From an optimization exercise on the open Yosys and OpenROAD flow, aimed at small area, a short achievable clock period and few clock cycles; shortcuts taken in it are not production practice.
Function was checked by simulation only, so behaviour that the tests miss may differ from the original.

v37:
Design qpsk_isb, start of the top module:
module qpsk_isb (
    input  wire        clk,
    input  wire        rst,
    input  wire        cmd_valid,
    output wire        cmd_ready,
    input  wire [7:0]  cmd_op,
    input  wire [15:0] cmd_a0,
    input  wire [15:0] cmd_a1,
    output reg         rsp_valid,
    output reg         rsp_fault,
    output reg  [2:0]  rsp_cause,
    output reg  [15:0] rsp_r0,
    output reg  [15:0] rsp_r1
);
Size in the first run: roughly 6200 cells after synthesis, about 1400 flip-flops, ~81 I/O pins, about 0.077 mm2 of cells after synthesis.
Settings: LEC_CHECK=0, CAP_MARGIN=20, CORE_MARGIN=2, CORE_UTILIZATION=40, CTS_CLUSTER_DIAMETER=160, CTS_CLUSTER_SIZE=24, SLEW_MARGIN=20, SYNTH_MEMORY_MAX_BITS=131072; clock period 13.0 ns.
standard.sh (not shown) runs the stock make flow with config.mk's settings and CLKGATE_MAP_FILE= SYNTH_SCRIPT=/design/flow/synth_recipe.tcl, a recipe that flattens the netlist after the stock synthesis.
==> flow/flow/run.sh <==
#!/bin/bash
# Layout: the standard flow (standard.sh, which runs ORFS from synthesis
# to the final layout at the design's clock period and constraints), with
# ORFS's timing repair (after floorplan, clock-tree synthesis and global
# routing) asked to leave a setup margin of 9.3 ns, and to work on every
# endpoint. The make output goes to standard_flow.log; ORFS keeps each
# step's log under orfs/logs/.
set -euo pipefail
bash standard.sh SETUP_SLACK_MARGIN=9.3 TNS_END_PERCENT=100 finish > standard_flow.log 2>&1
v37 finished end to end and its layout was clean on timing, DRC and antenna.
Testbench counts of v37, summed over its fixed seeds: cycles 8,138.
## Diff of input files: v15 against v37
--- a/flow/design.v
+++ b/flow/design.v
@@ -1003,26 +1003,27 @@
     reg        c_nop, c_init, c_push, c_interp;
     reg        c_tok;                    
     reg [15:0] c_a0;
     reg [15:0] c_a1;
     reg [7:0]  c_sh4;                    
     reg [8:0]  c_nsh;                    
     reg        rdy;                      
     assign cmd_ready = rdy;
     wire issue;
+    wire c_free = !c_valid || issue;
     always @(posedge clk) begin
         if (rst)
             c_valid <= 1'b0;
         else if (rdy)
             c_valid <= cmd_valid;
         else if (issue)
             c_valid <= 1'b0;
-        if (rdy) begin
+        if (c_free) begin
             c_nop    <= (cmd_op == OP_NOP);
             c_init   <= (cmd_op == OP_INIT);
             c_push   <= (cmd_op == OP_PUSH);
             c_interp <= (cmd_op == OP_INTERP);
             c_tok    <= (cmd_a0[7:0] >= 8'd8) && (cmd_a0[7:0] <= TMAX);
             c_a0     <= cmd_a0;
             c_a1     <= cmd_a1;
             c_sh4    <= cmd_a0[15:8] + 8'd4;
             c_nsh    <= 9'd0 - {cmd_a0[15], cmd_a0[15:8]};
Results
v37 → v15: synthesized cell count moved up; detail-routed via count per cell dropped about 0.33%; area growth from synthesis to layout essentially unchanged.
Per the comparison of v15 with v37, final critical delay including setup and external delays now sits lower, cell area reported after detailed placement now sits at about the same level, met2 usage in global routing now sits lower.
Testbench counts of v15, summed over its fixed seeds: cycles 8,138.

--- another note on this design; it stands on its own ---

== trial 54 ==
==> flow/design.v (excerpt) <==
module qpsk_isb (
    input  wire        clk,
    input  wire        rst,
    input  wire        cmd_valid,
    output wire        cmd_ready,
    input  wire [7:0]  cmd_op,
    input  wire [15:0] cmd_a0,
    input  wire [15:0] cmd_a1,
    output reg         rsp_valid,
    output reg         rsp_fault,
    output reg  [2:0]  rsp_cause,
    output reg  [15:0] rsp_r0,
    output reg  [15:0] rsp_r1
);
==> flow/config.mk <==
export PLATFORM = sky130hd
export DESIGN_NAME = qpsk_isb
export DESIGN_NICKNAME = qpsk_isb
export VERILOG_FILES = /design/flow/design.v
export SDC_FILE = /design/flow/constraint.sdc
export NUM_CORES = 4
export LEC_CHECK = 0
export CAP_MARGIN = 20
export CORE_MARGIN = 2
export CORE_UTILIZATION = 40
export CTS_CLUSTER_DIAMETER = 160
export CTS_CLUSTER_SIZE = 24
export SLEW_MARGIN = 20
export SYNTH_MEMORY_MAX_BITS = 131072
==> flow/constraint.sdc <==
create_clock -name core_clock -period 13.0 [get_ports {clk}]
set_input_delay 2.6000 -clock core_clock [delete_from_list [all_inputs] [get_ports {clk}]]
set_output_delay 2.6000 -clock core_clock [all_outputs]
set_load 0.01 [all_outputs]
standard.sh (not shown) runs the stock make flow with config.mk's settings and CLKGATE_MAP_FILE= SYNTH_SCRIPT=/design/flow/synth_recipe.tcl, a recipe that flattens the netlist after the stock synthesis.
==> flow/flow/run.sh <==
#!/bin/bash
# Layout: the standard flow (standard.sh, which runs ORFS from synthesis
# to the final layout at the design's clock period and constraints), with
# ORFS's timing repair (after floorplan, clock-tree synthesis and global
# routing) asked to leave a setup margin of 9.45 ns, and to work on every
# endpoint. The make output goes to standard_flow.log; ORFS keeps each
# step's log under orfs/logs/.
set -euo pipefail
bash standard.sh SETUP_SLACK_MARGIN=9.45 TNS_END_PERCENT=100 finish > standard_flow.log 2>&1
Testbench counts of trial 54, summed over its fixed seeds: cycles 8,138.
Here is what was changed in the inputs of build 84 compared with trial 54.
==> flow/flow/run.sh <==
#!/bin/bash
# Layout: the standard flow (standard.sh, which runs ORFS from synthesis
# to the final layout at the design's clock period and constraints), with
# ORFS's timing repair (after floorplan, clock-tree synthesis and global
# routing) asked to leave a setup margin of 9.2 ns, and to work on every
# endpoint. The make output goes to standard_flow.log; ORFS keeps each
# step's log under orfs/logs/.
set -euo pipefail
bash standard.sh SETUP_SLACK_MARGIN=9.2 TNS_END_PERCENT=100 finish > standard_flow.log 2>&1
Findings:
- When build 84 is set beside trial 54, its final cell area excluding filler cells turns out to be about 1.4% smaller.
- The post-placement setup slack in build 84 was higher than what trial 54 gave.
- Changes observed in build 84 relative to trial 54: count of inserted antenna diode cells decreased by 2 relative to the old numbers; number of ports placed on the die boundary did not really move; area growth from synthesis to final layout fell 1.5 points; wire length comparable.
- Against trial 54, build 84 comes in 1.2% lower on combined area of the multi-input logic cells.

[re-timing with driven ports]
In the flow no input, the clock included, has a driving cell. The finished layouts below were timed again as built, in two steps. Step 1 (the two cells are an assumption about what drives the block):
set clk [get_ports {clk}]
set_driving_cell -lib_cell sky130_fd_sc_hd__clkbuf_16 $clk
set_driving_cell -lib_cell sky130_fd_sc_hd__buf_2 [delete_from_list [all_inputs] $clk]
Step 2 times the ports against the registers' clock, not the clock port: input delays grow and output delays shrink by t, the midpoint of the rising clock arrivals with the driver on. Slacks: ideal ports / drivers / drivers and shift; pairs: ideal ports / drivers.
| run | t (ns) | setup WS [ns] | hold WS [ns] | latest minus earliest clock arrival (ns) | worst slew at a driven data input, ns |
|---|---|---|---|---|---|
| v37 | 0.790 | 9.022 / 8.944 / 8.752 | 0.310 / 0.310 / 0.310 | 0.050 / 0.051 | 0.06 |
| v15 | 0.795 | 9.204 / 9.118 / 8.663 | 0.307 / 0.307 / 0.307 | 0.039 / 0.039 | 0.05 |
| trial 54 | 0.814 | 9.180 / 9.095 / 8.821 | 0.315 / 0.315 / 0.315 | 0.063 / 0.063 | 0.04 |
| build 84 | 0.796 | 9.195 / 9.115 / 8.779 | 0.330 / 0.330 / 0.330 | 0.060 / 0.059 | 0.04 |
After both steps every run listed still meets setup and hold. For v15, which loses most, drivers alone change the setup slack by -0.086 ns; drivers and shift together by -0.541 ns.
